What follows belongs to an exercise in optimizing a design on an open flow for small area and a short achievable clock period; a production flow would make more cautious choices. Only simulation tests tie the RTL to the original design; equivalence was not proved.

## flow/design.v (module list and top-level ports; edited modules follow where they fit)
// module o22a_cell: 9 lines
// module inv_cell: 6 lines
// module booth_enc: 10 lines
// module o22ai_cell: 9 lines
// module xnor2_cell: 7 lines
// module mux2i_cell: 8 lines
// module fa_cell: 10 lines
// module ha_cell: 9 lines
// module fft_butterfly_r2: 6761 lines
module fft_butterfly_r2 (
    input  wire        clk,
    input  wire        rst,
    input  wire        in_valid,
    input  wire        inverse,
    input  wire [31:0] a_re,
    input  wire [31:0] a_im,
    input  wire [31:0] b_re,
    input  wire [31:0] b_im,
    input  wire [31:0] w_re,
    input  wire [31:0] w_im,
    output reg         out_valid,
    output reg  [31:0] x0_re,
    output reg  [31:0] x0_im,
    output reg  [31:0] x1_re,
    output reg  [31:0] x1_im
);
  // ...
==> flow/flow/run.sh <==
#!/bin/bash
# Layout flow: the standard synthesis, then the standard layout
# steps (floorplan, place, cts, route, finish) with these settings changed:
#  - ports are buffered with buf_1 cells (repair upsizes them where the
#    timing needs it) instead of the resizer's default choice, a slow
#    delay cell;
#  - the clock tree clusters at most 15 flip-flops within 50 um under each
#    leaf buffer (clkbuf_8), and adds no dummy loads.
# Each step's full output goes to a log file of its own in this folder.
set -euo pipefail
SETUP_MARGIN=62.3
KNOBS=("SETUP_SLACK_MARGIN=$SETUP_MARGIN"
       "BUFFER_PORTS_ARGS=-buffer_cell sky130_fd_sc_hd__buf_1"
       "CTS_ARGS=-sink_clustering_enable -repair_clock_nets -sink_clustering_size 15 -sink_clustering_max_diameter 50 -sink_clustering_buffer sky130_fd_sc_hd__clkbuf_8 -dont_use_dummy_load")
bash standard.sh synth > synth.log 2>&1
bash standard.sh "${KNOBS[@]}" floorplan > floorplan.log 2>&1
bash standard.sh "${KNOBS[@]}" place > place.log 2>&1
bash standard.sh "${KNOBS[@]}" cts > cts.log 2>&1
bash standard.sh "${KNOBS[@]}" finish > finish.log 2>&1
==> flow/standard.sh <==
#!/bin/bash
# synth_recipe.tcl (not shown) runs the flow's synth.tcl, then flattens the netlist and writes it again
# the make line also repeats each setting of config.mk as NAME=value (left out here)
make -C /OpenROAD-flow-scripts/flow DESIGN_CONFIG=/design/flow/config.mk WORK_HOME=/design/flow/orfs CLKGATE_MAP_FILE= SYNTH_SCRIPT=/design/flow/synth_recipe.tcl "${@:-finish}"
==> flow/config.mk <==
export PLATFORM = sky130hd
export DESIGN_NAME = fft_butterfly_r2
export DESIGN_NICKNAME = fft_butterfly_r2
export VERILOG_FILES = /design/flow/design.v
export SDC_FILE = /design/flow/constraint.sdc
export NUM_CORES = 8
export LEC_CHECK = 0
export CAP_MARGIN = 10
export CORE_MARGIN = 2
export CORE_UTILIZATION = 60
export SETUP_SLACK_MARGIN = 2
export SLEW_MARGIN = 10
export SYNTH_HIERARCHICAL = 1
==> flow/constraint.sdc <==
create_clock -name core_clock -period 80.0 [get_ports {clk}]
set_input_delay 16.0000 -clock core_clock [delete_from_list [all_inputs] [get_ports {clk}]]
set_output_delay 16.0000 -clock core_clock [all_outputs]
set_load 0.01 [all_outputs]
==> flow_metrics.tcl, run 1 <==
set metrics [dict create \
    finalInstanceArea_sq_um 123100 \
    grt.busiest_layer "met2" \
    ys_ff_latch 645 \
    htreeDepth 3 \
    r2r-start "r1_prod[26]" \
    max_stage_delay_ps 380 \
    sh_seq_area 0.1056 \
    buf_share 0.02732 \
    syn_area_per_cell_sq_um 8.193 \
    track_usage 0.4407 \
    hp-start "r1_aim[21]" \
    n_all_buffers 599 \
    globalRouteMet1Util 0.5447 \
    die_h_um 442.4 \
    critical_path_class "flip-flop to output pin" \
    dp_cells 16910 \
    tns_ps 0 \
    regArea_sq_um 13000 \
    worstRegToRegCells 75 \
    multiInputGateArea_sq_um 97860 \
    reg_top3 "r1_prod x128, r2_t x64" \
    worst_pin_slew_ps 1348 \
    final_net_count 16810 \
    async_flop_share 0 \
    port_buffers 324 \
    seq_cells 645 \
    synth-xor-area-share 0.1406 \
    maxCapViolations 0 \
    largest_cell_class "multi-input combinational cells" \
    synth_compound_gate_area_share 0.2505 \
    worstSkewPairLatency_ps 710 \
    status "no timing/DRC/antenna violations" \
    pin_count 325 \
    gr-usage-met2 0.6597 \
    clk_pin_slew_ps 90 \
    postCtsHoldBufs 0 \
    wl_um 451100 \
    ctsResizeCount 14 \
    post-place-ws_ps 61750 \
]
==> run 2: changes to the inputs <==
--- a/flow/design.v
+++ b/flow/design.v
@@ -93,27 +93,25 @@
         end else begin
             v0        <= in_valid;
             v1        <= v0;
             v2        <= v1;
             out_valid <= v2;
         end
     end
     reg [31:0] r0_are, r0_aim, r0_bre, r0_bim, r0_wre, r0_wim;
-    reg        r0_inv;
     always @(posedge clk) begin
         r0_are <= a_re;
         r0_aim <= a_im;
         r0_bre <= b_re;
         r0_bim <= b_im;
         r0_wre <= w_re;
-        r0_wim <= w_im;
-        r0_inv <= inverse;
+        r0_wim <= {w_im[31] ^ inverse, w_im[30:0]};
     end
-    wire [31:0] wi = {r0_wim[31] ^ r0_inv, r0_wim[30:0]};
+    wire [31:0] wi = r0_wim;
     wire [127:0] opnd = {r0_bim, r0_bre, wi, r0_wre};
     wire [19:0]  op_lz, op_tz;
     wire [23:0]  op_onen, op_twon, op_neg;
     genvar go;
     generate
         for (go = 0; go < 4; go = go + 1) begin : g_op
             wire [31:0] xo = opnd[32*go +: 32];
             wire [23:0] mo = {xo[30:23] != 8'd0, xo[22:0]};
@@ -3065,130 +3063,129 @@
         wire s1593;
         assign s1593 = s1285 ^ g1540;
         wire s1594;
         assign s1594 = s1287 ^ g1542;
         wire s1595;
         assign s1595 = s1289 ^ g1544;
         wire [47:0] tx = {c1194, c1192, c1190, c1188, c1186, c1184, c1182, c1180, c1178, c1176, c1174, c1172, c1170, c1168, c1166, c1164, c1162, c1160, c1158, c1156, c1154, c1152, c1150, c1148, c1146, c1144, c1142, c1140, c1138, c1136, c1134, c1132, c1130, c1128, c1126, c1124, c1122, c1120, c1118, c1116, c1114, c1112, c1110, hc1108, hc1106, hs1105, bp3, bp1};
         wire [47:0] ty = {s1195, s1193, s1191, s1189, s1187, s1185, s1183, s1181, s1179, s1177, s1175, s1173, s1171, s1169, s1167, s1165, s1163, s1161, s1159, s1157, s1155, s1153, s1151, s1149, s1147, s1145, s1143, s1141, s1139, s1137, s1135, s1133, s1131, s1129, s1127, s1125, s1123, s1121, s1119, s1117, s1115, s1113, s1111, s1109, hs1107, bn98, 1'b1, bn49};
-        wire [47:0] p = ~{s1595, s1594, s1593, s1592, s1591, s1590, s1589, s1588, s1587, s1586, s1585, s1584, s1583, s1582, s1581, s1580, s1579, s1578, s1577, s1576, s1575, s1574, s1573, s1572, s1571, s1570, s1569, s1568, s1567, s1566, s1565, s1564, s1563, s1562, s1561, s1560, s1559, s1558, s1557, s1556, s1555, s1554, s1553, s1552, s1551, s1550, s1549, s1548};
+        wire [47:0] ps = {s1595, s1594, s1593, s1592, s1591, s1590, s1589, s1588, s1587, s1586, s1585, s1584, s1583, s1582, s1581, s1580, s1579, s1578, s1577, s1576, s1575, s1574, s1573, s1572, s1571, s1570, s1569, s1568, s1567, s1566, s1565, s1564, s1563, s1562, s1561, s1560, s1559, s1558, s1557, s1556, s1555, s1554, s1553, s1552, s1551, s1550, s1549, s1548};
         wire [4:0] lz = lza | lzb;
         wire [8:0] ee = {1'b0, ea[7:1], ea[0] | a_sub} + {1'b0, eb[7:1], eb[0] | b_sub};
         wire signed [10:0] e0 = $signed({2'b00, ee}) - 11'sd127 - $signed({6'd0, lz});
         wire normal0 = (e0 > 11'sd0);
         wire [8:0] sh_norm = 9'd23 - {4'd0, lz};
         wire [8:0] sh_sub  = 9'd151 - ee;
         wire [8:0] sh      = normal0 ? sh_norm : sh_sub;
         wire [5:0] shamt   = (sh[8:6] != 3'd0) ? 6'd63 : sh[5:0];
-        wire [48:0] pe = {p, 1'b0};
-        wire sn1;
-        inv_cell u_sn1 (.a(shamt[5]), .y(sn1));
-        wire m2;
-        o22ai_cell u_m2 (.a1(pe[0]), .a2(shamt[5]), .b1(pe[32]), .b2(sn1), .y(m2));
+        wire r1;
+        assign r1 = ~(~shamt[5] | ps[31]);
+        wire sn2;
+        inv_cell u_sn2 (.a(shamt[5]), .y(sn2));
         wire m3;
-        o22ai_cell u_m3 (.a1(pe[1]), .a2(shamt[5]), .b1(pe[33]), .b2(sn1), .y(m3));
+        o22ai_cell u_m3 (.a1(ps[0]), .a2(shamt[5]), .b1(ps[32]), .b2(sn2), .y(m3));
         wire m4;
-        o22ai_cell u_m4 (.a1(pe[2]), .a2(shamt[5]), .b1(pe[34]), .b2(sn1), .y(m4));
+        o22ai_cell u_m4 (.a1(ps[1]), .a2(shamt[5]), .b1(ps[33]), .b2(sn2), .y(m4));
         wire m5;
-        o22ai_cell u_m5 (.a1(pe[3]), .a2(shamt[5]), .b1(pe[35]), .b2(sn1), .y(m5));
+        o22ai_cell u_m5 (.a1(ps[2]), .a2(shamt[5]), .b1(ps[34]), .b2(sn2), .y(m5));
         wire m6;
-        o22ai_cell u_m6 (.a1(pe[4]), .a2(shamt[5]), .b1(pe[36]), .b2(sn1), .y(m6));
+        o22ai_cell u_m6 (.a1(ps[3]), .a2(shamt[5]), .b1(ps[35]), .b2(sn2), .y(m6));
         wire m7;
-        o22ai_cell u_m7 (.a1(pe[5]), .a2(shamt[5]), .b1(pe[37]), .b2(sn1), .y(m7));
+        o22ai_cell u_m7 (.a1(ps[4]), .a2(shamt[5]), .b1(ps[36]), .b2(sn2), .y(m7));
         wire m8;
-        o22ai_cell u_m8 (.a1(pe[6]), .a2(shamt[5]), .b1(pe[38]), .b2(sn1), .y(m8));
+        o22ai_cell u_m8 (.a1(ps[5]), .a2(shamt[5]), .b1(ps[37]), .b2(sn2), .y(m8));
         wire m9;
-        o22ai_cell u_m9 (.a1(pe[7]), .a2(shamt[5]), .b1(pe[39]), .b2(sn1), .y(m9));
+        o22ai_cell u_m9 (.a1(ps[6]), .a2(shamt[5]), .b1(ps[38]), .b2(sn2), .y(m9));
         wire m10;
-        o22ai_cell u_m10 (.a1(pe[8]), .a2(shamt[5]), .b1(pe[40]), .b2(sn1), .y(m10));
+        o22ai_cell u_m10 (.a1(ps[7]), .a2(shamt[5]), .b1(ps[39]), .b2(sn2), .y(m10));
         wire m11;
-        o22ai_cell u_m11 (.a1(pe[9]), .a2(shamt[5]), .b1(pe[41]), .b2(sn1), .y(m11));
+        o22ai_cell u_m11 (.a1(ps[8]), .a2(shamt[5]), .b1(ps[40]), .b2(sn2), .y(m11));
         wire m12;
-        o22ai_cell u_m12 (.a1(pe[10]), .a2(shamt[5]), .b1(pe[42]), .b2(sn1), .y(m12));
+        o22ai_cell u_m12 (.a1(ps[9]), .a2(shamt[5]), .b1(ps[41]), .b2(sn2), .y(m12));
         wire m13;
-        o22ai_cell u_m13 (.a1(pe[11]), .a2(shamt[5]), .b1(pe[43]), .b2(sn1), .y(m13));
+        o22ai_cell u_m13 (.a1(ps[10]), .a2(shamt[5]), .b1(ps[42]), .b2(sn2), .y(m13));
         wire m14;
-        o22ai_cell u_m14 (.a1(pe[12]), .a2(shamt[5]), .b1(pe[44]), .b2(sn1), .y(m14));
+        o22ai_cell u_m14 (.a1(ps[11]), .a2(shamt[5]), .b1(ps[43]), .b2(sn2), .y(m14));
         wire m15;
-        o22ai_cell u_m15 (.a1(pe[13]), .a2(shamt[5]), .b1(pe[45]), .b2(sn1), .y(m15));
+        o22ai_cell u_m15 (.a1(ps[12]), .a2(shamt[5]), .b1(ps[44]), .b2(sn2), .y(m15));
         wire m16;
-        o22ai_cell u_m16 (.a1(pe[14]), .a2(shamt[5]), .b1(pe[46]), .b2(sn1), .y(m16));
+        o22ai_cell u_m16 (.a1(ps[13]), .a2(shamt[5]), .b1(ps[45]), .b2(sn2), .y(m16));
         wire m17;
-        o22ai_cell u_m17 (.a1(pe[15]), .a2(shamt[5]), .b1(pe[47]), .b2(sn1), .y(m17));
+        o22ai_cell u_m17 (.a1(ps[14]), .a2(shamt[5]), .b1(ps[46]), .b2(sn2), .y(m17));
         wire m18;
-        o22ai_cell u_m18 (.a1(pe[16]), .a2(shamt[5]), .b1(pe[48]), .b2(sn1), .y(m18));
+        o22ai_cell u_m18 (.a1(ps[15]), .a2(shamt[5]), .b1(ps[47]), .b2(sn2), .y(m18));
         wire r19;
-        assign r19 = ~(~shamt[5] & pe[17]);
+        assign r19 = ~(shamt[5] | ps[16]);
         wire r20;
-        assign r20 = ~(~shamt[5] & pe[18]);
+        assign r20 = ~(shamt[5] | ps[17]);
         wire r21;
-        assign r21 = ~(~shamt[5] & pe[19]);
+        assign r21 = ~(shamt[5] | ps[18]);
         wire r22;
-        assign r22 = ~(~shamt[5] & pe[20]);
+        assign r22 = ~(shamt[5] | ps[19]);
         wire r23;
-        assign r23 = ~(~shamt[5] & pe[21]);
+        assign r23 = ~(shamt[5] | ps[20]);
         wire r24;
-        assign r24 = ~(~shamt[5] & pe[22]);
+        assign r24 = ~(shamt[5] | ps[21]);
         wire r25;
-        assign r25 = ~(~shamt[5] & pe[23]);
+        assign r25 = ~(shamt[5] | ps[22]);
         wire r26;
-        assign r26 = ~(~shamt[5] & pe[24]);
+        assign r26 = ~(shamt[5] | ps[23]);
         wire r27;
-        assign r27 = ~(~shamt[5] & pe[25]);
+        assign r27 = ~(shamt[5] | ps[24]);
         wire r28;
-        assign r28 = ~(~shamt[5] & pe[26]);
+        assign r28 = ~(shamt[5] | ps[25]);
         wire r29;
-        assign r29 = ~(~shamt[5] & pe[27]);
+        assign r29 = ~(shamt[5] | ps[26]);
         wire r30;
-        assign r30 = ~(~shamt[5] & pe[28]);
+        assign r30 = ~(shamt[5] | ps[27]);
         wire r31;
-        assign r31 = ~(~shamt[5] & pe[29]);
+        assign r31 = ~(shamt[5] | ps[28]);
         wire r32;
-        assign r32 = ~(~shamt[5] & pe[30]);
+        assign r32 = ~(shamt[5] | ps[29]);
         wire r33;
-        assign r33 = ~(~shamt[5] & pe[31]);
+        assign r33 = ~(shamt[5] | ps[30]);
         wire r34;
-        assign r34 = ~(~shamt[5] & pe[32]);
+        assign r34 = ~(shamt[5] | ps[31]);
         wire r35;
-        assign r35 = ~(~shamt[5] & pe[33]);
+        assign r35 = ~(shamt[5] | ps[32]);
         wire r36;
-        assign r36 = ~(~shamt[5] & pe[34]);
+        assign r36 = ~(shamt[5] | ps[33]);
         wire r37;
-        assign r37 = ~(~shamt[5] & pe[35]);
+        assign r37 = ~(shamt[5] | ps[34]);
         wire r38;
-        assign r38 = ~(~shamt[5] & pe[36]);
+        assign r38 = ~(shamt[5] | ps[35]);
         wire r39;
-        assign r39 = ~(~shamt[5] & pe[37]);
+        assign r39 = ~(shamt[5] | ps[36]);
         wire r40;
-        assign r40 = ~(~shamt[5] & pe[38]);
+        assign r40 = ~(shamt[5] | ps[37]);
         wire r41;
-        assign r41 = ~(~shamt[5] & pe[39]);
+        assign r41 = ~(shamt[5] | ps[38]);
         wire r42;
-        assign r42 = ~(~shamt[5] & pe[40]);
+        assign r42 = ~(shamt[5] | ps[39]);
         wire r43;
-        assign r43 = ~(~shamt[5] & pe[41]);
+        assign r43 = ~(shamt[5] | ps[40]);
         wire r44;
-        assign r44 = ~(~shamt[5] & pe[42]);
+        assign r44 = ~(shamt[5] | ps[41]);
         wire r45;
-        assign r45 = ~(~shamt[5] & pe[43]);
+        assign r45 = ~(shamt[5] | ps[42]);
         wire r46;
-        assign r46 = ~(~shamt[5] & pe[44]);
+        assign r46 = ~(shamt[5] | ps[43]);
         wire r47;
-        assign r47 = ~(~shamt[5] & pe[45]);
+        assign r47 = ~(shamt[5] | ps[44]);
         wire r48;
-        assign r48 = ~(~shamt[5] & pe[46]);
+        assign r48 = ~(shamt[5] | ps[45]);
         wire r49;
-        assign r49 = ~(~shamt[5] & pe[47]);
+        assign r49 = ~(shamt[5] | ps[46]);
         wire r50;
-        assign r50 = ~(~shamt[5] & pe[48]);
+        assign r50 = ~(shamt[5] | ps[47]);
         wire sn51;
         inv_cell u_sn51 (.a(shamt[4]), .y(sn51));
         wire m52;
-        o22ai_cell u_m52 (.a1(m2), .a2(shamt[4]), .b1(m18), .b2(sn51), .y(m52));
+        o22ai_cell u_m52 (.a1(r1), .a2(shamt[4]), .b1(m18), .b2(sn51), .y(m52));
         wire m53;
         o22ai_cell u_m53 (.a1(m3), .a2(shamt[4]), .b1(r19), .b2(sn51), .y(m53));
         wire m54;
         o22ai_cell u_m54 (.a1(m4), .a2(shamt[4]), .b1(r20), .b2(sn51), .y(m54));
         wire m55;
         o22ai_cell u_m55 (.a1(m5), .a2(shamt[4]), .b1(r21), .b2(sn51), .y(m55));
         wire m56;
         o22ai_cell u_m56 (.a1(m6), .a2(shamt[4]), .b1(r22), .b2(sn51), .y(m56));
@@ -3244,31 +3241,31 @@
         o22ai_cell u_m81 (.a1(r31), .a2(shamt[4]), .b1(r47), .b2(sn51), .y(m81));
         wire m82;
         o22ai_cell u_m82 (.a1(r32), .a2(shamt[4]), .b1(r48), .b2(sn51), .y(m82));
         wire m83;
         o22ai_cell u_m83 (.a1(r33), .a2(shamt[4]), .b1(r49), .b2(sn51), .y(m83));
         wire m84;
         o22ai_cell u_m84 (.a1(r34), .a2(shamt[4]), .b1(r50), .b2(sn51), .y(m84));
         wire r85;
-        assign r85 = ~(shamt[4] | r35);
+        assign r85 = ~(~shamt[4] & r35);
         wire r86;
-        assign r86 = ~(shamt[4] | r36);
+        assign r86 = ~(~shamt[4] & r36);
         wire r87;
-        assign r87 = ~(shamt[4] | r37);
+        assign r87 = ~(~shamt[4] & r37);
         wire r88;
-        assign r88 = ~(shamt[4] | r38);
+        assign r88 = ~(~shamt[4] & r38);
         wire r89;
-        assign r89 = ~(shamt[4] | r39);
+        assign r89 = ~(~shamt[4] & r39);
         wire r90;
-        assign r90 = ~(shamt[4] | r40);
+        assign r90 = ~(~shamt[4] & r40);
         wire r91;
-        assign r91 = ~(shamt[4] | r41);
+        assign r91 = ~(~shamt[4] & r41);
         wire r92;
-        assign r92 = ~(shamt[4] | r42);
+        assign r92 = ~(~shamt[4] & r42);
         wire sn93;
         inv_cell u_sn93 (.a(shamt[3]), .y(sn93));
         wire m94;
         o22ai_cell u_m94 (.a1(m52), .a2(shamt[3]), .b1(m60), .b2(sn93), .y(m94));
         wire m95;
         o22ai_cell u_m95 (.a1(m53), .a2(shamt[3]), .b1(m61), .b2(sn93), .y(m95));
         wire m96;
         o22ai_cell u_m96 (.a1(m54), .a2(shamt[3]), .b1(m62), .b2(sn93), .y(m96));
@@ -3446,117 +3443,117 @@
         o22ai_cell u_m182 (.a1(m152), .a2(shamt[1]), .b1(m154), .b2(sn157), .y(m182));
         wire m183;
         o22ai_cell u_m183 (.a1(m153), .a2(shamt[1]), .b1(m155), .b2(sn157), .y(m183));
         wire m184;
         o22ai_cell u_m184 (.a1(m154), .a2(shamt[1]), .b1(m156), .b2(sn157), .y(m184));
         wire sn185;
         inv_cell u_sn185 (.a(shamt[0]), .y(sn185));
         wire m186;
-        o22ai_cell u_m186 (.a1(m158), .a2(shamt[0]), .b1(m159), .b2(sn185), .y(m186));
+        o22a_cell u_m186 (.a1(m158), .a2(shamt[0]), .b1(m159), .b2(sn185), .y(m186));
         wire r187;
         assign r187 = m186;
         wire m188;
-        o22ai_cell u_m188 (.a1(m159), .a2(shamt[0]), .b1(m160), .b2(sn185), .y(m188));
+        o22a_cell u_m188 (.a1(m159), .a2(shamt[0]), .b1(m160), .b2(sn185), .y(m188));
         wire r189;
         assign r189 = m188;
         wire m190;
-        o22ai_cell u_m190 (.a1(m160), .a2(shamt[0]), .b1(m161), .b2(sn185), .y(m190));
+        o22a_cell u_m190 (.a1(m160), .a2(shamt[0]), .b1(m161), .b2(sn185), .y(m190));
         wire r191;
         assign r191 = m190;
         wire m192;
-        o22ai_cell u_m192 (.a1(m161), .a2(shamt[0]), .b1(m162), .b2(sn185), .y(m192));
+        o22a_cell u_m192 (.a1(m161), .a2(shamt[0]), .b1(m162), .b2(sn185), .y(m192));
         wire r193;
         assign r193 = m192;
         wire m194;
-        o22ai_cell u_m194 (.a1(m162), .a2(shamt[0]), .b1(m163), .b2(sn185), .y(m194));
+        o22a_cell u_m194 (.a1(m162), .a2(shamt[0]), .b1(m163), .b2(sn185), .y(m194));
         wire r195;
         assign r195 = m194;
         wire m196;
-        o22ai_cell u_m196 (.a1(m163), .a2(shamt[0]), .b1(m164), .b2(sn185), .y(m196));
+        o22a_cell u_m196 (.a1(m163), .a2(shamt[0]), .b1(m164), .b2(sn185), .y(m196));
         wire r197;
         assign r197 = m196;
         wire m198;
-        o22ai_cell u_m198 (.a1(m164), .a2(shamt[0]), .b1(m165), .b2(sn185), .y(m198));
+        o22a_cell u_m198 (.a1(m164), .a2(shamt[0]), .b1(m165), .b2(sn185), .y(m198));
         wire r199;
         assign r199 = m198;
         wire m200;
-        o22ai_cell u_m200 (.a1(m165), .a2(shamt[0]), .b1(m166), .b2(sn185), .y(m200));
+        o22a_cell u_m200 (.a1(m165), .a2(shamt[0]), .b1(m166), .b2(sn185), .y(m200));
         wire r201;
         assign r201 = m200;
         wire m202;
-        o22ai_cell u_m202 (.a1(m166), .a2(shamt[0]), .b1(m167), .b2(sn185), .y(m202));
+        o22a_cell u_m202 (.a1(m166), .a2(shamt[0]), .b1(m167), .b2(sn185), .y(m202));
         wire r203;
         assign r203 = m202;
         wire m204;
-        o22ai_cell u_m204 (.a1(m167), .a2(shamt[0]), .b1(m168), .b2(sn185), .y(m204));
+        o22a_cell u_m204 (.a1(m167), .a2(shamt[0]), .b1(m168), .b2(sn185), .y(m204));
         wire r205;
         assign r205 = m204;
         wire m206;
-        o22ai_cell u_m206 (.a1(m168), .a2(shamt[0]), .b1(m169), .b2(sn185), .y(m206));
+        o22a_cell u_m206 (.a1(m168), .a2(shamt[0]), .b1(m169), .b2(sn185), .y(m206));
         wire r207;
         assign r207 = m206;
         wire m208;
-        o22ai_cell u_m208 (.a1(m169), .a2(shamt[0]), .b1(m170), .b2(sn185), .y(m208));
+        o22a_cell u_m208 (.a1(m169), .a2(shamt[0]), .b1(m170), .b2(sn185), .y(m208));
         wire r209;
         assign r209 = m208;
         wire m210;
-        o22ai_cell u_m210 (.a1(m170), .a2(shamt[0]), .b1(m171), .b2(sn185), .y(m210));
+        o22a_cell u_m210 (.a1(m170), .a2(shamt[0]), .b1(m171), .b2(sn185), .y(m210));
         wire r211;
         assign r211 = m210;
         wire m212;
-        o22ai_cell u_m212 (.a1(m171), .a2(shamt[0]), .b1(m172), .b2(sn185), .y(m212));
+        o22a_cell u_m212 (.a1(m171), .a2(shamt[0]), .b1(m172), .b2(sn185), .y(m212));
         wire r213;
         assign r213 = m212;
         wire m214;
-        o22ai_cell u_m214 (.a1(m172), .a2(shamt[0]), .b1(m173), .b2(sn185), .y(m214));
+        o22a_cell u_m214 (.a1(m172), .a2(shamt[0]), .b1(m173), .b2(sn185), .y(m214));
         wire r215;
         assign r215 = m214;
         wire m216;
-        o22ai_cell u_m216 (.a1(m173), .a2(shamt[0]), .b1(m174), .b2(sn185), .y(m216));
+        o22a_cell u_m216 (.a1(m173), .a2(shamt[0]), .b1(m174), .b2(sn185), .y(m216));
         wire r217;
         assign r217 = m216;
         wire m218;
-        o22ai_cell u_m218 (.a1(m174), .a2(shamt[0]), .b1(m175), .b2(sn185), .y(m218));
+        o22a_cell u_m218 (.a1(m174), .a2(shamt[0]), .b1(m175), .b2(sn185), .y(m218));
         wire r219;
         assign r219 = m218;
         wire m220;
-        o22ai_cell u_m220 (.a1(m175), .a2(shamt[0]), .b1(m176), .b2(sn185), .y(m220));
+        o22a_cell u_m220 (.a1(m175), .a2(shamt[0]), .b1(m176), .b2(sn185), .y(m220));
         wire r221;
         assign r221 = m220;
         wire m222;
-        o22ai_cell u_m222 (.a1(m176), .a2(shamt[0]), .b1(m177), .b2(sn185), .y(m222));
+        o22a_cell u_m222 (.a1(m176), .a2(shamt[0]), .b1(m177), .b2(sn185), .y(m222));
         wire r223;
         assign r223 = m222;
         wire m224;
-        o22ai_cell u_m224 (.a1(m177), .a2(shamt[0]), .b1(m178), .b2(sn185), .y(m224));
+        o22a_cell u_m224 (.a1(m177), .a2(shamt[0]), .b1(m178), .b2(sn185), .y(m224));
         wire r225;
         assign r225 = m224;
         wire m226;
-        o22ai_cell u_m226 (.a1(m178), .a2(shamt[0]), .b1(m179), .b2(sn185), .y(m226));
+        o22a_cell u_m226 (.a1(m178), .a2(shamt[0]), .b1(m179), .b2(sn185), .y(m226));
         wire r227;
         assign r227 = m226;
         wire m228;
-        o22ai_cell u_m228 (.a1(m179), .a2(shamt[0]), .b1(m180), .b2(sn185), .y(m228));
+        o22a_cell u_m228 (.a1(m179), .a2(shamt[0]), .b1(m180), .b2(sn185), .y(m228));
         wire r229;
         assign r229 = m228;
         wire m230;
-        o22ai_cell u_m230 (.a1(m180), .a2(shamt[0]), .b1(m181), .b2(sn185), .y(m230));
+        o22a_cell u_m230 (.a1(m180), .a2(shamt[0]), .b1(m181), .b2(sn185), .y(m230));
         wire r231;
         assign r231 = m230;
         wire m232;
-        o22ai_cell u_m232 (.a1(m181), .a2(shamt[0]), .b1(m182), .b2(sn185), .y(m232));
+        o22a_cell u_m232 (.a1(m181), .a2(shamt[0]), .b1(m182), .b2(sn185), .y(m232));
         wire r233;
         assign r233 = m232;
         wire m234;
-        o22ai_cell u_m234 (.a1(m182), .a2(shamt[0]), .b1(m183), .b2(sn185), .y(m234));
+        o22a_cell u_m234 (.a1(m182), .a2(shamt[0]), .b1(m183), .b2(sn185), .y(m234));
         wire r235;
         assign r235 = m234;
         wire m236;
-        o22ai_cell u_m236 (.a1(m183), .a2(shamt[0]), .b1(m184), .b2(sn185), .y(m236));
+        o22a_cell u_m236 (.a1(m183), .a2(shamt[0]), .b1(m184), .b2(sn185), .y(m236));
         wire r237;
         assign r237 = m236;
         wire [25:0] v = {r237, r235, r233, r231, r229, r227, r225, r223, r221, r219, r217, r215, r213, r211, r209, r207, r205, r203, r201, r199, r197, r195, r193, r191, r189, r187};
         wire [6:0] tzp  = {2'b00, tza} + {2'b00, tzb} + 7'd1;
         wire       rest = ({2'b00, tzp} < sh);
         wire        h1  = normal0 & v[25];
         wire [23:0] m   = h1 ? v[25:2] : v[24:1];
         wire        g   = h1 ? v[1] : v[0];
==> flow/config.mk (replaced) <==
export PLATFORM = sky130hd
export DESIGN_NAME = fft_butterfly_r2
export DESIGN_NICKNAME = fft_butterfly_r2
export VERILOG_FILES = /design/flow/design.v
export SDC_FILE = /design/flow/constraint.sdc
export NUM_CORES = 8
export LEC_CHECK = 0
export CAP_MARGIN = 5
export CORE_MARGIN = 2
export CORE_UTILIZATION = 60
export SETUP_SLACK_MARGIN = 2
export SLEW_MARGIN = 5
export SYNTH_HIERARCHICAL = 1
==> run 2 against run 1 <==
  * Die area fell by 0.69%
  * Core utilization barely moved
  * Routed wire length rose by 0.50%
  * Count of clock-buffer cells in the layout fell by 1
  * First-iteration DRC count fell by 5.2%
  * Global-route usage rose by 0.91 points
  * Sequential share of layout area barely moved
==> flow_metrics.tcl, run 2 <==
set metrics [dict create \
    status "no timing/DRC/antenna violations" \
    final_net_count 16690 \
    required_ps 64000 \
    yosysTopAreaCellShare 0.1832 \
    layout_setup_ws_ps 62730 \
    ff2ff_setup_slack_ps 63200 \
    vias 118800 \
    syn_inst 13910 \
    hp-start "r1_are[31]" \
    yosys_warnings 7 \
    top_register "r1_prod" \
    cp_top_family "flip-flops" \
    hpwl_um 334700 \
    clk_pin_slew_ps 90 \
    max_stage_delay_ps 390 \
    post-place-ws_ps 61810 \
    maxCapViolations 0 \
    yosysUniqueCellTypes 116 \
    antenna_found_initial 13 \
    drive_gt1_frac 0.05277 \
    start_util 0.6027 \
    hp-class "flip-flop to flip-flop" \
    wl_um 453400 \
    slew_headroom 0.1233 \
    async_flop_share 0 \
    critical_path_buf_inv_count 1 \
    cts.sinks 644 \
    crit_chain "buf_1" \
    drtIter0Drc 14660 \
    worstPathMaxFanout 1 \
    core_area_sq_um 190000 \
    seq_area_frac_synth 0.1126 \
    layout_commonest_cell "o22ai_1" \
    largest_reg_flops 128 \
    fillCellCount 16430 \
    ys_ff_latch 644 \
    fmax_mhz 57.90 \
    multiInputGateArea_sq_um 97320 \
    die_h_um 440.8 \
    critPathCaptureType "output pin" \
    cp.arrival_ps 1270 \
    min_period_ps 17270 \
    rsz0062_at_grt "false" \
    syn_area_per_cell_sq_um 8.230 \
    reg_top3 "r1_prod x128, r2_t x64" \
    r2r_end "r1_prod[44]" \
    htreeDepth 3 \
    via_per_inst 7.022 \
    grt_pass1_vias 116700 \
    dr.pass1.iters 8 \
    drc 0 \
    clk_path_buf_depth 3 \
    timing.final.crit_share 0.2159 \
    synth_edf_count 0 \
    tns_ps 0 \
    root_buffer "clkbuf_16" \
    rows 160 \
    dieArea_sq_um 194300 \
    numCtsBuffers 76 \
    critical-path-slowest-cell "dfxtp_1" \
    worst_pin_slew_ps 1306 \
    whs_path_depth 0 \
    overflow 0 \
    most-common-layout-cells "o22ai_1 (2,380), xnor2_1 (1,601), nand2_1 (1,141)" \
    syn-cell-area_sq_um 114500 \
    setup_viol 0 \
    holdWs_ps 267.0 \
    r2r-start "r0_wim[1]" \
    yosysTopAreaCell "fa_1" \
    drv_slew 0 \
    pin_count 325 \
    grt_max_degree 83 \
    cts_tree "built" \
    fp.dieW_um 440.8 \
    post-route-util 0.6464 \
    grt_pass1_wl_um 681600 \
    yosysMostFrequentCell "o22ai_1" \
    port_buffers 324 \
    clock-skew-final_ps 85.86 \
    worstSkewPairLatency_ps 720 \
    regArea_sq_um 12980 \
    critical_path_class "flip-flop to output pin" \
    holdPathEnd "r2_are[31]" \
    track_usage 0.4498 \
    synth_common_cells "o22ai_1 (2,385), xnor2_1 (1,632), nand2_1 (1,147), inv_1 (1,130), fa_1 (1,048)" \
    syn2layout_area_growth_pct 7.255 \
    ant_nets 0 \
    globalplace.congestion 1.020 \
    critical_path.startpoint_type "flip-flop" \
    worstRegToRegCells 58 \
    synth_ff_type "dfxtp_1" \
    postCtsHoldBufs 0 \
    routedWlPerCell_um 26.80 \
    ys_top_cells_by_area "fa_1 (18%), o22ai_1 (13%), xnor2_1 (12%), ha_1 (11%), dfxtp_1 (11%)" \
    finalHoldViolCount 0 \
]
-- run 2: metal layers --
| layer | GRT usage | vias up | wire, um |
|---|---|---|---|
| li1 | - | 51630 | - |
| met1 | 0.5323 | 56060 | 160800 |
| met2 | 0.6795 | 8510 | 191400 |
| met3 | 0.1561 | 2572 | 60460 |
| met4 | 0.3188 | 20 | 40340 |
| met5 | 0.006948 | - | 304 |
-- run 2: stage by stage --
| step | cell area [sq um] | cells |
|---|---|---|
| after global routing | 122800 | 16910 |
| after CTS | 121900 | 16870 |
| after floorplan | 114500 | 13920 |
| final | 122800 | 16920 |
| after detailed placement | 120700 | 16790 |
| after global placement | 120700 | 16790 |
-- run 2: cells by family (layout without fill, tap and decap cells) --
logic type                 Yosys count  after routing  synth area share
AOI/OAI and AO/OA                 4347           4348            0.2471
xor gates and xnor gates          1829           1829            0.1405
adders and majority gates         2090           2090            0.2971
buffers and inverters             1390           1871           0.04604
DFF                                644            644            0.1126
muxes                              158            159           0.01454
other                                1             11        0.00003275
and+or+nand+nor                   3454           3454            0.1422
-- run 2: worst max path at each step --
stage / end / slack [ps] / start / depth (start not counted)
2_1_floorplan: x0_re[27] / 63380 / r2_are[26] / 70
3_3_place_gp: r2_t[32] / 62250 / r1_prod[92] / 78
3_5_place_dp: r2_t[32] / 61810 / r1_prod[92] / 76
4_1_cts: r2_t[32] / 62280 / r1_prod[92] / 79
5_1_grt: r2_t[32] / 62190 / r1_prod[90] / 78
6_report: x1_im[28] / 62730 / x1_im[28] / 1
-- run 2: layout make-up --
type	count	share of cell area
flip-flops and latches	644	0.1057
well taps	2511	0.02558
diodes	5	0.0001019
repair inverters	11	0.0004890
multi-input cells	11890	0.7925
repair buffers	649	0.03110
inverters	1135	0.03521
clock buffers	76	0.009343
-- run 2: what timing repair did --
item | CTS | global route
gates cloned | 0 | 16
setup buffers | 0 | 27
endpoints found under the setup margin | 54 | 186
resized for setup | 9 | 102
pin swaps | 0 | 9
-- run 2: Yosys stat by module, one instance, submodules excluded --
module / cells inside / area (sq um)
o22a_cell: 1 / 8.758
inv_cell: 1 / 3.754
booth_enc: 4 / 30.03
o22ai_cell: 1 / 6.256
ha_cell: 1 / 12.51
fa_cell: 1 / 20.02
fft_butterfly_r2: 8575 / 61560
xnor2_cell: 1 / 8.758
==> run 3: changes to the inputs <==
--- a/flow/flow/run.sh
+++ b/flow/flow/run.sh
@@ -8,7 +8,7 @@
 #    leaf buffer (clkbuf_8), and adds no dummy loads.
 # Each step's full output goes to a log file of its own in this folder.
 set -euo pipefail
-SETUP_MARGIN=62.3
+SETUP_MARGIN=62.45
 KNOBS=("SETUP_SLACK_MARGIN=$SETUP_MARGIN"
        "BUFFER_PORTS_ARGS=-buffer_cell sky130_fd_sc_hd__buf_1"
        "CTS_ARGS=-sink_clustering_enable -repair_clock_nets -sink_clustering_size 15 -sink_clustering_max_diameter 50 -sink_clustering_buffer sky130_fd_sc_hd__clkbuf_8 -dont_use_dummy_load")
==> run 3 against run 2 <==
  * Critical path type unchanged
  * Critical path depth unchanged
  * Global-route usage is 0.052 points higher
  * Sequential cell count stayed put
  * Routed wire length increased by 0.20%
  * Fmax hardly changed
==> flow_metrics.tcl, run 3 <==
set metrics [dict create \
    yosysTopAreaCellShare 0.1832 \
    globalplace.congestion 1.020 \
    syn_area_per_cell_sq_um 8.230 \
    syn_inst 13910 \
    dr.pass1.iters 10 \
    drc 0 \
    clk_pin_slew_ps 80 \
    routedWlPerCell_um 26.83 \
    dpl_cell_area_sq_um 120700 \
    max_stage_delay_ps 390 \
    top_register "r1_prod" \
    worstSkewPairLatency_ps 710 \
    drive_gt1_frac 0.05424 \
    dp_cells 16790 \
    worst_pin_slew_ps 1396 \
    ys_ff_latch 644 \
    yosysTopAreaCell "fa_1" \
    clk_path_buf_depth 3 \
    reg_top3 "r1_prod x128, r2_t x64" \
    postCtsHoldBufs 0 \
    post-place-ws_ps 61810 \
    tns_ps 0 \
    ys_top_cells_by_area "fa_1 (18%), o22ai_1 (13%), xnor2_1 (12%), ha_1 (11%), dfxtp_1 (11%)" \
    clock-skew-final_ps 81.27 \
    finalHoldViolCount 0 \
    cts_tree "built" \
    fin_cells 16930 \
    yosysMostFrequentCell "o22ai_1" \
    drtIter0Drc 14840 \
    rsz0062_at_grt "false" \
    root_buffer "clkbuf_16" \
    layout_commonest_cell "o22ai_1" \
    finalInstanceArea_sq_um 123000 \
    cp.arrival_ps 1270 \
    yosysUniqueCellTypes 116 \
    die_h_um 440.8 \
    grt_max_degree 83 \
    critical_path_buf_inv_count 1 \
    setup_viol 0 \
    hp-class "flip-flop to flip-flop" \
    track_usage 0.4503 \
    antenna_found_initial 12 \
    timing.final.crit_share 0.2158 \
    crit_chain "buf_1" \
    slew_headroom 0.06215 \
    seq_area_frac_synth 0.1126 \
    ant_nets 0 \
    via_per_inst 7.011 \
    start_util 0.6027 \
    synth_ff_type "dfxtp_1" \
    synth_common_cells "o22ai_1 (2,385), xnor2_1 (1,632), nand2_1 (1,147), inv_1 (1,130), fa_1 (1,048)" \
    syn2layout_area_growth_pct 7.409 \
    status "no timing/DRC/antenna violations" \
    holdWs_ps 268.8 \
    final_net_count 16710 \
    required_ps 64000 \
    wl_um 454300 \
    drv_slew 0 \
    worstPathMaxFanout 1 \
    hpwl_um 334700 \
    critPathCaptureType "output pin" \
    cts.sinks 644 \
    min_period_ps 17270 \
    numCtsBuffers 76 \
    port_buffers 324 \
    maxCapViolations 0 \
    htreeDepth 3 \
    grt_pass1_vias 116800 \
    grt_pass1_wl_um 682300 \
    critical-path-slowest-cell "dfxtp_1" \
    synth_edf_count 0 \
    yosys_warnings 7 \
    largest_reg_flops 128 \
    most-common-layout-cells "o22ai_1 (2,380), xnor2_1 (1,601), nand2_1 (1,141)" \
    critical_path_class "flip-flop to output pin" \
    pin_count 325 \
    rows 160 \
    core_area_sq_um 190000 \
    cp_top_family "flip-flops" \
    post-route-util 0.6473 \
    dieArea_sq_um 194300 \
    vias 118700 \
    async_flop_share 0 \
    fp.dieW_um 440.8 \
    fmax_mhz 57.91 \
    critical_path.startpoint_type "flip-flop" \
    layout_setup_ws_ps 62730 \
    overflow 0 \
    syn-cell-area_sq_um 114500 \
]
run 3: cell count changes in the layout (fill, tap and decap cells not counted), moves of 2 or more:
cell        before  now
buf_4          311  322
and3_2           7    5
and3_4           1    3
buf_6            1    3
clkinvlp_2       9   11
run 3: final cells by class:
class                   instances  area, sq um
diodes                          4        10.01
clock buffers                  76         1147
fillers                     16420        67000
inverters                    1135         4328
multi-input cells           11890        97360
flip-flops and latches        644        12980
well taps                    2511         3142
repair buffers                663         3944
repair inverters               13        70.07
run 3: cells by family after synthesis:
family,after synthesis,synth area share
other,1,0.00003275
XOR/XNOR,1829,0.1405
flip-flops,644,0.1126
AND/OR/NAND/NOR,3454,0.1422
adder cells (fa/ha/maj),2090,0.2971
multiplexers,158,0.01454
AO/OA/AOI/OAI,4347,0.2471
buffers and inverters,1390,0.04604
run 3: layer usage:
layer / global-route usage / part of all wire / vias to the layer above / routed length (um)
met4: 0.3209 / 0.089 / 18 / 40210
met3: 0.1550 / 0.13 / 2516 / 59930
li1: - / - / 51620 / -
met5: 0.006948 / 0.00064 / - / 292
met2: 0.6792 / 0.42 / 8478 / 192000
met1: 0.5340 / 0.36 / 56080 / 161800
run 3: Yosys stat by module (local to each module, per instance):
module            copies in the design  flip-flops and latches
booth_enc                           24                       0
fa_cell                           1032                       0
fft_butterfly_r2                     1                     644
ha_cell                            356                       0
inv_cell                           160                       0
o22a_cell                          254                       0
o22ai_cell                        2336                       0
xnor2_cell                        1104                       0
run 3: worst paths after layout:
kind | from | end | slack (ps) | cells after the start
max | x1_im[28] | x1_im[28] | 62730 | 1
min reg2reg | r1_are[31] | r2_are[31] | 270 | 0
min | r1_are[31] | r2_are[31] | 270 | 0
max reg2reg | r2_are[27] | x1_re[23] | 63430 | 71
run 3: timing repair:
action / in CTS / in global routing
endpoints found under the setup margin: 133 / 203
pin swaps: 1 / 12
gates cloned: 4 / 14
resized for setup: 19 / 102
setup buffers: 3 / 38
==> run 4: changes to the inputs <==
--- a/flow/config.mk
+++ b/flow/config.mk
@@ -7,7 +7,7 @@
 export LEC_CHECK = 0
 export CAP_MARGIN = 5
 export CORE_MARGIN = 2
-export CORE_UTILIZATION = 60
+export CORE_UTILIZATION = 62
 export SETUP_SLACK_MARGIN = 2
 export SLEW_MARGIN = 5
 export SYNTH_HIERARCHICAL = 1
==> run 4 against run 3 <==
  * Die area down 3.2%
  * Core utilization up 2.3 points
  * Count of clock-buffer cells in the layout up 3
  * Non-clock buffer count down 7
  * Critical path type unchanged
  * Still clean on timing, DRC and antenna
  * Sequential share of layout area about the same
  * Fmax about the same
  * Critical path depth unchanged
  * Synthesized area unchanged
==> flow_metrics.tcl, run 4 <==
set metrics [dict create \
    worstPathMaxFanout 1 \
    async_flop_share 0 \
    routedWlPerCell_um 26.42 \
    fmax_mhz 57.90 \
    final_net_count 16700 \
    fin_cells 16890 \
    maxCapViolations 0 \
    r2r-start "r2_are[26]" \
    crit_chain "buf_1" \
    cp.arrival_ps 1270 \
    yosysMostFrequentCell "o22ai_1" \
    hp-start "r1_are[25]" \
    yosysTopAreaCellShare 0.1832 \
    timing.final.crit_share 0.2159 \
    grt_pass1_vias 117000 \
    holdWs_ps 284.2 \
    track_usage 0.4564 \
    die_h_um 433.7 \
    syn_area_per_cell_sq_um 8.230 \
    vias 118600 \
    drv_slew 0 \
    cts.sinks 644 \
    tns_ps 0 \
    dieArea_sq_um 188100 \
    port_buffers 324 \
    ff2ff_setup_slack_ps 63240 \
    rsz0062_at_grt "true" \
    slew_headroom 0.09141 \
    htreeDepth 3 \
    multiInputGateArea_sq_um 97340 \
    ys_ff_latch 644 \
    clk_path_buf_depth 3 \
    dp_cells 16720 \
    yosys_warnings 7 \
    drtIter0Drc 15150 \
    critical_path_buf_inv_count 1 \
    grt_max_degree 79 \
    syn-cell-area_sq_um 114500 \
    largest_reg_flops 128 \
    cts_tree "built" \
    dr.pass1.iters 13 \
    synth_ff_type "dfxtp_1" \
    seq_area_frac_synth 0.1126 \
    wl_um 446200 \
    min_period_ps 17270 \
    drive_gt1_frac 0.05349 \
    yosysUniqueCellTypes 116 \
    hp-class "flip-flop to flip-flop" \
    fp.dieW_um 433.7 \
    holdPathEnd "r2_are[25]" \
    top_register "r1_prod" \
    regArea_sq_um 12980 \
    required_ps 64000 \
    yosysTopAreaCell "fa_1" \
    pin_count 325 \
    clk_pin_slew_ps 80 \
    synth_common_cells "o22ai_1 (2,385), xnor2_1 (1,632), nand2_1 (1,147), inv_1 (1,130), fa_1 (1,048)" \
    numCtsBuffers 79 \
    worstSkewPairLatency_ps 730 \
    syn2layout_area_growth_pct 7.290 \
    critical_path.startpoint_type "flip-flop" \
    syn_inst 13910 \
    most-common-layout-cells "o22ai_1 (2,382), xnor2_1 (1,602), nand2_1 (1,141)" \
    core_area_sq_um 183300 \
    status "no timing/DRC/antenna violations" \
    clock-skew-final_ps 103.6 \
    start_util 0.6247 \
    antenna_found_initial 19 \
    max_stage_delay_ps 390 \
    finalHoldViolCount 0 \
    cp_top_family "flip-flops" \
    worst_pin_slew_ps 1353 \
    reg_top3 "r1_prod x128, r2_t x64" \
    setup_viol 0 \
    root_buffer "clkbuf_16" \
    layout_commonest_cell "o22ai_1" \
    critical-path-slowest-cell "dfxtp_1" \
    r2r_end "x1_re[3]" \
    fillCellCount 15340 \
    critPathCaptureType "output pin" \
    rows 157 \
    synth_edf_count 0 \
    drc 0 \
    crit_start "x1_im[25]" \
    globalplace.congestion 1.040 \
    grt_pass1_wl_um 672200 \
    overflow 0 \
    ys_top_cells_by_area "fa_1 (18%), o22ai_1 (13%), xnor2_1 (12%), ha_1 (11%), dfxtp_1 (11%)" \
    ant_nets 0 \
    via_per_inst 7.021 \
    postCtsHoldBufs 0 \
    worstRegToRegCells 70 \
    critical_path_class "flip-flop to output pin" \
    whs_path_depth 0 \
    hpwl_um 327700 \
]
-- run 4: logic make-up after synthesis --
family | after synthesis | synth area share
adder cells (fa/ha/maj) | 2090 | 0.2971
flip-flops | 644 | 0.1126
AND/OR/NAND/NOR | 3454 | 0.1422
AO/OA/AOI/OAI | 4347 | 0.2471
XOR/XNOR | 1829 | 0.1405
buffers and inverters | 1390 | 0.04604
multiplexers | 158 | 0.01454
other | 1 | 0.00003275
-- run 4: layout make-up --
cell class	instances	share of cell area
timing repair buffer	656	0.03128
tap	2464	0.02510
inverter	1135	0.03520
clock buffer	79	0.009676
antenna	9	0.0001833
timing repair inverter	13	0.0005500
multi-input combinational	11890	0.7924
sequential	644	0.1057
-- run 4: worst max-delay path by stage --
stage	to	slack [ps]	depth (start not counted)
6_report	x1_im[25]	62730	1
5_1_grt	r2_t[0]	62300	76
4_1_cts	r2_t[0]	62450	75
3_5_place_dp	r2_t[32]	61380	75
3_3_place_gp	r2_t[32]	61760	75
2_1_floorplan	x0_re[27]	63380	70
-- run 4: repair_timing --
| action | 4_1_cts | 5_1_grt |
|---|---|---|
| buffers inserted | 4 | 53 |
| cloned | 6 | 13 |
| pin swaps | 3 | 12 |
| resized for setup | 26 | 95 |
| endpoints found under the setup margin | 120 | 186 |
-- run 4: per-module statistics from Yosys, one instance, submodules excluded --
module / copies in the design / cells inside / area (sq um) / flip-flops and latches
booth_enc: 24 / 4 / 30.03 / 0
fa_cell: 1032 / 1 / 20.02 / 0
fft_butterfly_r2: 1 / 8575 / 61560 / 644
ha_cell: 356 / 1 / 12.51 / 0
inv_cell: 160 / 1 / 3.754 / 0
o22a_cell: 254 / 1 / 8.758 / 0
o22ai_cell: 2336 / 1 / 6.256 / 0
xnor2_cell: 1104 / 1 / 8.758 / 0
-- run 4: per-layer routing --
layer / vias up / global-route usage / share of wire
met3: 2739 / 0.1579 / 0.13
met4: 14 / 0.3406 / 0.094
met5: - / 0.002342 / 0.00017
li1: 51650 / - / -
met1: 55450 / 0.5263 / 0.35
met2: 8703 / 0.6990 / 0.43
-- run 4: metrics by stage --
stage | util | setup slack, ps | area (sq um)
global placement | 0.6574 | 61760 | 120500
detailed placement | 0.6574 | 61380 | 120500
global route | 0.6702 | 62300 | 122800
floorplan | - | 63380 | 114500
CTS | 0.6649 | 62450 | 121900
finish | 0.6703 | 62730 | 122800
==> run 5: changes to the inputs <==
--- a/flow/config.mk
+++ b/flow/config.mk
@@ -7,7 +7,7 @@
 export LEC_CHECK = 0
 export CAP_MARGIN = 5
 export CORE_MARGIN = 2
-export CORE_UTILIZATION = 62
+export CORE_UTILIZATION = 63
 export SETUP_SLACK_MARGIN = 2
 export SLEW_MARGIN = 5
 export SYNTH_HIERARCHICAL = 1
==> run 5 against run 4 <==
  * Sequential cell count is the same
  * Synthesized cell count is the same
  * Register-to-register slack gained 60 ps
  * Sequential share of layout area is essentially flat
  * Setup slack gained 12 ps
  * Cell area shrank 0.26%
  * Via count grew 0.31%
  * Fmax is essentially flat
  * Core utilization grew 0.76 points
  * Clock skew shrank 26 ps
  * Die area shrank 1.6%
==> flow_metrics.tcl, run 5 <==
set metrics [dict create \
    status "no timing/DRC/antenna violations" \
    clk_pin_slew_ps 90 \
    largest_reg_flops 128 \
    critical_path_buf_inv_count 1 \
    seq_area_frac_synth 0.1126 \
    crit_chain "buf_1" \
    syn_area_per_cell_sq_um 8.230 \
    synth_ff_type "dfxtp_1" \
    drtIter0Drc 15300 \
    clk_path_buf_depth 3 \
    min_period_ps 17260 \
    synthAdderAreaFrac 0.2971 \
    track_usage 0.4600 \
    port_buffers 324 \
    setup_viol 0 \
    ys_ff_latch 644 \
    reg_top3 "r1_prod x128, r2_t x64" \
    rsz0062_at_grt "false" \
    worstPathMaxFanout 1 \
    overflow 0 \
    tns_ps 0 \
    core_area_sq_um 180700 \
    drv_slew 0 \
    synth-xor-area-share 0.1405 \
    synth_simple_gate_area_frac 0.1422 \
    critical_path_class "flip-flop to output pin" \
    ys_top_cells_by_area "fa_1 (18%), o22ai_1 (13%), xnor2_1 (12%), ha_1 (11%), dfxtp_1 (11%)" \
    globalplace.congestion 1.042 \
    htreeDepth 3 \
    start_util 0.6335 \
    drc 0 \
    cp.arrival_ps 1260 \
    syn-cell-area_sq_um 114500 \
    pin_count 325 \
    dieArea_sq_um 185200 \
    timing.final.crit_share 0.2157 \
    post-place-ws_ps 61080 \
    cts.sinks 644 \
    wl_met1_um 156800 \
    wl_um 445400 \
    layout_commonest_cell "o22ai_1" \
    drive_gt1_frac 0.05161 \
    fp.dieW_um 430.3 \
    layout_setup_ws_ps 62740 \
    cp_top_family "flip-flops" \
    hp-class "flip-flop to flip-flop" \
    async_flop_share 0 \
    syn2layout_area_growth_pct 7.010 \
    clock-skew-final_ps 77.71 \
    holdWs_ps 269.6 \
    cts_tree "built" \
    critPathCaptureType "output pin" \
    slew_headroom 0.1307 \
    required_ps 64000 \
    finalHoldViolCount 0 \
    top_register "r1_prod" \
    maxCapViolations 0 \
    rows 156 \
    worst_pin_slew_ps 1303 \
    dr.pass1.iters 10 \
    via_per_inst 7.097 \
    hpwl_um 327000 \
    critical_path.startpoint_type "flip-flop" \
    die_h_um 430.3 \
    met3_length_um 60370 \
    synth_mux_area_frac 0.01454 \
    numCtsBuffers 76 \
    fmax_mhz 57.94 \
    grt_pass1_vias 116700 \
    synth_common_cells "o22ai_1 (2,385), xnor2_1 (1,632), nand2_1 (1,147), inv_1 (1,130), fa_1 (1,048)" \
    syn_inst 13910 \
    dr_wl_met2_um 188500 \
    yosysTopAreaCellShare 0.1832 \
    yosys_warnings 7 \
    max_stage_delay_ps 360 \
    critical-path-slowest-cell "dfxtp_1" \
    routedWlPerCell_um 26.58 \
    antenna_found_initial 16 \
    synth_compound_gate_area_share 0.2471 \
    synth_top_family_by_area "adder cells" \
    vias 118900 \
    yosysTopAreaCell "fa_1" \
    yosysMostFrequentCell "o22ai_1" \
    synth_edf_count 0 \
    worstSkewPairLatency_ps 690 \
    yosysUniqueCellTypes 116 \
    most-common-layout-cells "o22ai_1 (2,378), xnor2_1 (1,602), nand2_1 (1,141)" \
    final_net_count 16670 \
    ant_nets 0 \
    grt_pass1_wl_um 670200 \
    top_layer_used "met5" \
    root_buffer "clkbuf_16" \
    grt_max_degree 88 \
]
[run 5: cell counts after synthesis]
Identical to the previous run, type by type.
[run 5: layout make-up]
type / instances / area [sq um]
multi-input combinational: 11890 / 97420
fill: 15020 / 58220
sequential: 644 / 12980
inverter: 1135 / 4324
timing repair buffer: 623 / 3605
tap: 2370 / 2965
clock buffer: 76 / 1147
timing repair inverter: 12 / 62.56
antenna: 10 / 25.02
[run 5: per-module statistics from Yosys, one instance, submodules excluded]
| module | copies in the design | area, sq um | cells inside | flip-flops and latches |
|---|---|---|---|---|
| fft_butterfly_r2 | 1 | 61560 | 8575 | 644 |
| booth_enc | 24 | 30.03 | 4 | 0 |
| fa_cell | 1032 | 20.02 | 1 | 0 |
| ha_cell | 356 | 12.51 | 1 | 0 |
| o22a_cell | 254 | 8.758 | 1 | 0 |
| xnor2_cell | 1104 | 8.758 | 1 | 0 |
| o22ai_cell | 2336 | 6.256 | 1 | 0 |
| inv_cell | 160 | 3.754 | 1 | 0 |
[run 5: worst register-to-register path: cells and delay by family (launching register included)]
family | cells | cell delay, ps
compound gates | 24 | 5040
simple gates | 17 | 4590
fa+ha+maj | 9 | 3340
buf+inv | 4 | 2090
flops | 1 | 750
xor+xnor | 3 | 660
[run 5: repair_timing]
item / 4_1_cts / 5_1_grt
pin swaps: 3 / 9
buffers inserted: 4 / 28
setup endpoints to repair: 124 / 186
hold buffers: 0 / 0
resized for setup: 22 / 104
cloned: 5 / 13
[run 5: routing by layer]
metal  vias to the layer above  global-route usage
met5                         -            0.007806
met4                        12              0.3278
met3                      2584              0.1527
met2                      8842              0.6983
met1                     55920              0.5465
li1                      51570                   -
[run 5: final timing paths]
| kind | end | from | slack (ps) | cells after the start |
|---|---|---|---|---|
| worst max-delay path | x0_im[24] | x0_im[24] | 62740 | 1 |
| worst min-delay path | r2_are[0] | r1_are[0] | 270 | 0 |
| worst max register to register | r1_prod[36] | r0_wim[3] | 63300 | 57 |
| worst min register to register | r2_are[0] | r1_are[0] | 270 | 0 |
[run 5: cell families after synthesis]
logic type,after synthesis
buf+inv,1390
simple gates,3454
fa+ha+maj,2090
other cells,1
mux,158
flops,644
compound gates,4347
xor+xnor,1829
[run 5: per-stage QoR]
stage | instance area (sq um) | instances | util
final | 122500 | 16760 | 0.6779
after global routing | 122500 | 16750 | 0.6778
after CTS | 121700 | 16700 | 0.6732
after detailed placement | 120400 | 16620 | 0.6660
after global placement | 120400 | 16620 | 0.6660
after floorplan | 114500 | 13920 | -
==> run 6: changes to the inputs <==
--- a/flow/flow/run.sh
+++ b/flow/flow/run.sh
@@ -8,7 +8,7 @@
 #    leaf buffer (clkbuf_8), and adds no dummy loads.
 # Each step's full output goes to a log file of its own in this folder.
 set -euo pipefail
-SETUP_MARGIN=62.45
+SETUP_MARGIN=62.35
 KNOBS=("SETUP_SLACK_MARGIN=$SETUP_MARGIN"
        "BUFFER_PORTS_ARGS=-buffer_cell sky130_fd_sc_hd__buf_1"
        "CTS_ARGS=-sink_clustering_enable -repair_clock_nets -sink_clustering_size 15 -sink_clustering_max_diameter 50 -sink_clustering_buffer sky130_fd_sc_hd__clkbuf_8 -dont_use_dummy_load")
==> run 6 against run 5 <==
  * Via count hardly changed
  * Final cell count stayed put
  * Highest routed layer unchanged
  * Worst hold slack better by 1.3 ps
  * Clock skew is 2.9 ps lower
  * Critical path type unchanged
  * First-iteration DRC count is 1.2% higher
  * Non-clock buffer count is 4 lower
  * Fmax hardly changed
  * Count of clock-buffer cells in the layout stayed put
==> flow_metrics.tcl, run 6 <==
set metrics [dict create \
    status "no timing/DRC/antenna violations" \
    layout_setup_ws_ps 62740 \
    syn_inst 13910 \
    cts_tree "built" \
    overflow 0 \
    yosysUniqueCellTypes 116 \
    whs_path_depth 0 \
    grt_pass1_wl_um 670200 \
    syn_area_per_cell_sq_um 8.230 \
    r2r_end "r1_prod[36]" \
    reg_top3 "r1_prod x128, r2_t x64" \
    worst_pin_slew_ps 1302 \
    final_net_count 16660 \
    start_util 0.6335 \
    clk_path_buf_depth 3 \
    synth_common_cells "o22ai_1 (2,385), xnor2_1 (1,632), nand2_1 (1,147), inv_1 (1,130), fa_1 (1,048)" \
    hp-class "flip-flop to flip-flop" \
    ff2ff_setup_slack_ps 63280 \
    yosysMostFrequentCell "o22ai_1" \
    syn2layout_area_growth_pct 6.939 \
    antenna_found_initial 16 \
    hpwl_um 327000 \
    holdPathEnd "r2_are[0]" \
    worstRegToRegCells 57 \
    cp.depth 1 \
    fillCellCount 15030 \
    r2r-start "r0_wim[3]" \
    core_area_sq_um 180700 \
    yosysTopAreaCellShare 0.1832 \
    ys_ff_latch 644 \
    critical-path-slowest-cell "dfxtp_1" \
    numCtsBuffers 76 \
    setup_viol 0 \
    grt.busiest_layer "met2" \
    maxCapViolations 0 \
    grt_pass1_vias 116700 \
    clock-skew-final_ps 74.84 \
    yosysTopAreaCell "fa_1" \
    wl_um 444800 \
    ant_nets 0 \
    synth_edf_count 0 \
    via_per_inst 7.104 \
    required_ps 64000 \
    min_period_ps 17260 \
    cp.arrival_ps 1260 \
    worstSkewPairLatency_ps 700 \
    critical_path_class "flip-flop to output pin" \
    drv_slew 0 \
    postCtsHoldBufs 0 \
    met3_usage 0.1529 \
    cts.sinks 644 \
    async_flop_share 0 \
    rsz0062_at_grt "true" \
    die_h_um 430.3 \
    htreeDepth 3 \
    fmax_mhz 57.93 \
    critical_path_buf_inv_count 1 \
    holdWs_ps 270.9 \
    clk_pin_slew_ps 90 \
    globalplace.congestion 1.042 \
    grt_max_degree 88 \
    dieArea_sq_um 185200 \
    crit_start "x1_im[23]" \
    drive_gt1_frac 0.05099 \
    gr-usage-met2 0.6980 \
    synth_ff_type "dfxtp_1" \
    finalHoldViolCount 0 \
    top_register "r1_prod" \
    slew_headroom 0.1310 \
    drc 0 \
    dr.pass1.iters 12 \
    ys_top_cells_by_area "fa_1 (18%), o22ai_1 (13%), xnor2_1 (12%), ha_1 (11%), dfxtp_1 (11%)" \
    seq_area_frac_synth 0.1126 \
    globalRouteMet1Util 0.5463 \
    crit_chain "buf_1" \
    worstPathMaxFanout 1 \
    timing.final.crit_share 0.2158 \
    root_buffer "clkbuf_16" \
    vias 119000 \
    layout_commonest_cell "o22ai_1" \
    most-common-layout-cells "o22ai_1 (2,379), xnor2_1 (1,603), nand2_1 (1,141)" \
    fp.dieW_um 430.3 \
    syn-cell-area_sq_um 114500 \
    pin_count 325 \
    critical_path.startpoint_type "flip-flop" \
    hp-start "r1_are[0]" \
    largest_reg_flops 128 \
    tns_ps 0 \
    rows 156 \
    critPathCaptureType "output pin" \
    drtIter0Drc 15490 \
    post-place-ws_ps 61080 \
    port_buffers 324 \
    routedWlPerCell_um 26.54 \
    max_stage_delay_ps 380 \
    cp_top_family "flip-flops" \
    track_usage 0.4600 \
    yosys_warnings 7 \
]
[run 6: changes by cell type in the layout (fill, tap and decap cells not counted), sizes merged]
cell	previous run	this run
buf	620	616
diode	10	13
clkinvlp	29	30
[run 6: stage by stage]
step                        util  cells  cell area [sq um]
after floorplan                -  13920             114500
after global placement    0.6660  16620             120400
after detailed placement  0.6660  16620             120400
after CTS                 0.6731  16700             121700
after global routing      0.6773  16750             122400
final                     0.6774  16760             122400
[run 6: cell type report]
cell class	count	area (sq um)	share of cell area
Antenna cell	13	32.53	0.0002657
Clock buffer	76	1147	0.009370
Inverter	1135	4324	0.03532
Multi-Input combinational cell	11890	97370	0.7952
Sequential cell	644	12980	0.1060
Tap cell	2370	2965	0.02422
Timing Repair Buffer	619	3562	0.02909
Timing Repair inverter	13	67.56	0.0005518
[run 6: per-module statistics from Yosys (local to each module, per instance)]
module,cells,flops+latches
booth_enc,4,0
fa_cell,1,0
fft_butterfly_r2,8575,644
ha_cell,1,0
inv_cell,1,0
o22a_cell,1,0
o22ai_cell,1,0
xnor2_cell,1,0
[run 6: worst max path at each step]
stage / end
floorplan: x0_re[27]
global placement: r2_t[32]
detailed placement: r2_t[32]
CTS: r2_t[42]
global route: r2_t[59]
finish: x1_im[23]
[run 6: repair_timing]
item                                    in CTS  in global routing
buffers inserted                             3                 25
endpoints found under the setup margin     119                186
pin swaps                                    2                  9
resized for setup                           19                 95
gates cloned                                 5                 14
[run 6: cells by family after synthesis]
family	share of synthesized area
AOI/OAI and AO/OA	0.2471
and+or+nand+nor	0.1422
adders and majority gates	0.2971
xor gates and xnor gates	0.1405
buffers and inverters	0.04604
DFF	0.1126
muxes	0.01454
other	0.00003275
[run 6: routing by layer]
layer	vias up	share of wire
li1	51590	-
met1	55880	0.35
met2	8924	0.42
met3	2628	0.14
met4	14	0.090
met5	-	0.00073

re-timing with driven ports:
How much do the figures lean on ideal ports? The routed layouts below were timed once more, with nothing changed but the port constraints. Step 1 sets driving cells, clkbuf_16 on the clock port and buf_2 on the other inputs (assumed; they add their load-dependent delay and slew). Step 2 times the ports against the registers' clock, not the clock port: input delays grow and output delays shrink by t, the midpoint of the rising clock arrivals with the driver on. Three values: ideal, step 1, step 2; two values: the first two.
| run | t (ns) | slack for setup (ns) | hold WS [ns] | worst setup path at the end | worst data-port slew with drivers (ns) |
|---|---|---|---|---|---|
| run 1 | 0.769 | 62.762 / 62.658 / 63.322 | 0.318 / 0.318 / 0.318 | register to register | 0.07 |
| run 2 | 0.775 | 62.730 / 62.632 / 63.198 | 0.267 / 0.267 / 0.267 | register to register | 0.09 |
| run 3 | 0.776 | 62.733 / 62.634 / 63.410 | 0.269 / 0.269 / 0.269 | register to output | 0.09 |
| run 4 | 0.776 | 62.728 / 62.629 / 63.238 | 0.284 / 0.284 / 0.284 | register to register | 0.10 |
| run 5 | 0.764 | 62.740 / 62.634 / 63.303 | 0.270 / 0.270 / 0.270 | register to register | 0.08 |
| run 6 | 0.764 | 62.738 / 62.632 / 63.279 | 0.271 / 0.271 / 0.271 | register to register | 0.07 |
After both steps every run listed still meets setup and hold.
